This is an optimization exercise on Yosys and OpenROAD, whose aim is small area, not a production implementation. The RTL was checked by simulation tests, not by an equivalence proof against the original design. Power is estimated from default activity; no workload was simulated.

// vam_engine
module vam_engine (
    input  wire        clk,
    input  wire        rst_n,         
    input  wire        host_wr,
    input  wire [11:0] host_addr,
    input  wire [31:0] host_wdata,
    output reg  [31:0] host_rdata,
    input  wire        tick_ms,
    output wire        tx_valid,
    output wire [7:0]  tx_data,
    input  wire        tx_ready,
    input  wire        tx_err,
    input  wire        tx_busy,
    input  wire        rx_valid,
    input  wire [7:0]  rx_data,
    output wire        open_req,
    input  wire        open_ack,
    input  wire [1:0]  open_status
);
    localparam ERR_NONE       = 4'd0;
    localparam ERR_ALREADY    = 4'd8;
    localparam ERR_ILLEGAL    = 4'd9;
    localparam RSN_OK         = 4'd0;
    localparam RSN_TRANSPORT  = 4'd1;
    localparam RSN_EXPIRED    = 4'd2;
    localparam RSN_VERIFY     = 4'd3;
    localparam RSN_NOTCONF    = 4'd4;
    localparam RSN_REFUSED    = 4'd5;
    localparam OP_OPEN        = 4'h1;
    localparam OP_CLOSE       = 4'h2;
    localparam OP_SEND_CMD    = 4'h3;
    localparam OP_SEND_CMDS   = 4'h4;
    localparam OP_READ_WORD   = 4'h6;
  ...
export LEC_CHECK = 0
export CAP_MARGIN = 10
export CORE_MARGIN = 2
export CORE_UTILIZATION = 55
export CTS_BUF_LIST = sky130_fd_sc_hd__clkbuf_16
export CTS_CLUSTER_DIAMETER = 90
export CTS_CLUSTER_SIZE = 28
export PLACE_DENSITY = 0.7
export SLEW_MARGIN = 10
create_clock -name core_clock -period 15.0 [get_ports {clk}]
standard.sh (not shown) runs the stock make flow with config.mk's settings and CLKGATE_MAP_FILE= SYNTH_SCRIPT=/design/flow/synth_recipe.tcl, a recipe that flattens the netlist after the stock synthesis.
==> flow/flow/run.sh <==
#!/bin/bash
# Layout flow: the standard one, with changes that only affect how the
# layout is built:
#  - synthesis is the standard script, except that the final ABC
#    technology mapping of the combinational logic uses an area-oriented
#    script (flow/abc_area.script) instead of the delay-oriented one, and
#    adders are left to ABC rather than extracted as half/full adder cells
#    first; the registers (dfflibmap) and their names are untouched;
#  - port buffers are buf_1 cells instead of clkdlybuf4s50_1;
#  - clock tree synthesis inserts no dummy load cells.
set -euo pipefail
here=$(pwd)
cat > my_synth.tcl <<TCL
proc synth {args} { yosys synth -nofsm -noshare {*}\$args }
proc abc {args} {
  set out {}
  set skip 0
  foreach a \$args {
    if {\$skip} { set skip 0; continue }
    if {\$a eq "-script" || \$a eq "-D"} { set skip 1; continue }
    lappend out \$a
  }
  lappend out -script $here/flow/abc_area.script
  yosys abc {*}\$out
}
TCL
echo 'proc extract_fa {args} { }' >> my_synth.tcl
tail -n +2 synth_recipe.tcl >> my_synth.tcl
export BUFFER_PORTS_ARGS="-buffer_cell sky130_fd_sc_hd__buf_1"
cts_args="-sink_clustering_enable -repair_clock_nets -sink_clustering_size 28"
cts_args="$cts_args -sink_clustering_max_diameter 90 -buf_list sky130_fd_sc_hd__clkbuf_16"
cts_args="$cts_args -dont_use_dummy_load"
bash standard.sh SYNTH_SCRIPT=$here/my_synth.tcl "CTS_ARGS=$cts_args" finish > standard.log 2>&1
==> flow/flow/abc_area.script <==
strash
&get -n
&st
&dc2
&syn2
&dc2
&dch -f
&nf -R 1000
&put
strash
&get -n
&st
&dc2
&syn2
&dc2
&dch -f
&nf -R 1000
&put
The starting point finished clean.
Change:
Settings changed: CORE_UTILIZATION 55 to 72, PLACE_DENSITY 0.7 to 0.84.
After rerunning:
- The changed run ran to the end with violations: capacitance limit, slew limit
- cell count decreases by 6.4%
- critical path depth does not change
- setup slack is worse by 0.91 ns
- power increases by 1.1%
- routed wire length increases by 9.4%
- hold slack is better by 0.046 ns
- via count increases by 9.5%
- count of clock-buffer cells in the layout decreases by 2
- non-clock buffer count decreases by 7
- combinational power increases by about 5%
Change:
Settings changed: CAP_MARGIN 10 to 25, CORE_UTILIZATION 72 to 55, PLACE_DENSITY 0.84 to 0.7, SLEW_MARGIN 10 to 25.
=>
- The new run went through all stages and came out clean
- sequential share of layout area fell by 0.69 points
- register-to-register slack improves by 1.4 ns
- wire length fell by about 9%
- area after synthesis does not change
- sequential cell count is unchanged
Change:
--- a/flow/flow/run.sh
+++ b/flow/flow/run.sh
@@ -2 +2 @@
-# Layout flow: the standard one, with changes that only affect how the
+# Layout flow: the standard one, with two changes that only affect how the
@@ -6,3 +6,2 @@
-#    script (flow/abc_area.script) instead of the delay-oriented one, and
-#    adders are left to ABC rather than extracted as half/full adder cells
-#    first; the registers (dfflibmap) and their names are untouched;
+#    script (flow/abc_area.script) instead of the delay-oriented one; the
+#    registers (dfflibmap) and their names are untouched;
@@ -27 +25,0 @@
-echo 'proc extract_fa {args} { }' >> my_synth.tcl
==> flow/flow/abc_area.script (replaced) <==
strash
&get -n
&st
&syn2
&dch -f
&nf -R 1000
&put
mfs2
strash
&get -n
&dch -f
&nf -R 1000
&put
Clock skew increases by 0.021 ns.
Die area increases by a few percent.
Power decreases by a few percent.
Clock power barely changes.
Via count increases by a few percent.
Final area increases by a few percent.

[re-timing with driven ports]
How much do the figures lean on ideal ports? The routed layouts below were timed once more, with nothing changed but the port constraints. Step 1 sets driving cells, clkbuf_16 on the clock port and buf_2 on the other inputs (assumed; they add their load-dependent delay and slew). Step 2 times the ports against the registers' clock, not the clock port: input delays grow and output delays shrink by t, the midpoint of the rising clock arrivals with the driver on. Three values: ideal ports, drivers, drivers and shift; two values: the first two.
run	shift t [ns]	setup slack, ns	worst setup path at the end	slew at the worst register clock pin (ns)
the first run	0.707	3.685 / 3.685 / 3.685	register to register	0.12 / 0.12
the second run	0.699	2.779 / 2.779 / 2.779	register to register	0.12 / 0.12
the third run	0.674	4.211 / 4.211 / 4.211	register to register	0.11 / 0.11
the fourth run	0.684	2.970 / 2.970 / 2.970	register to register	0.11 / 0.11
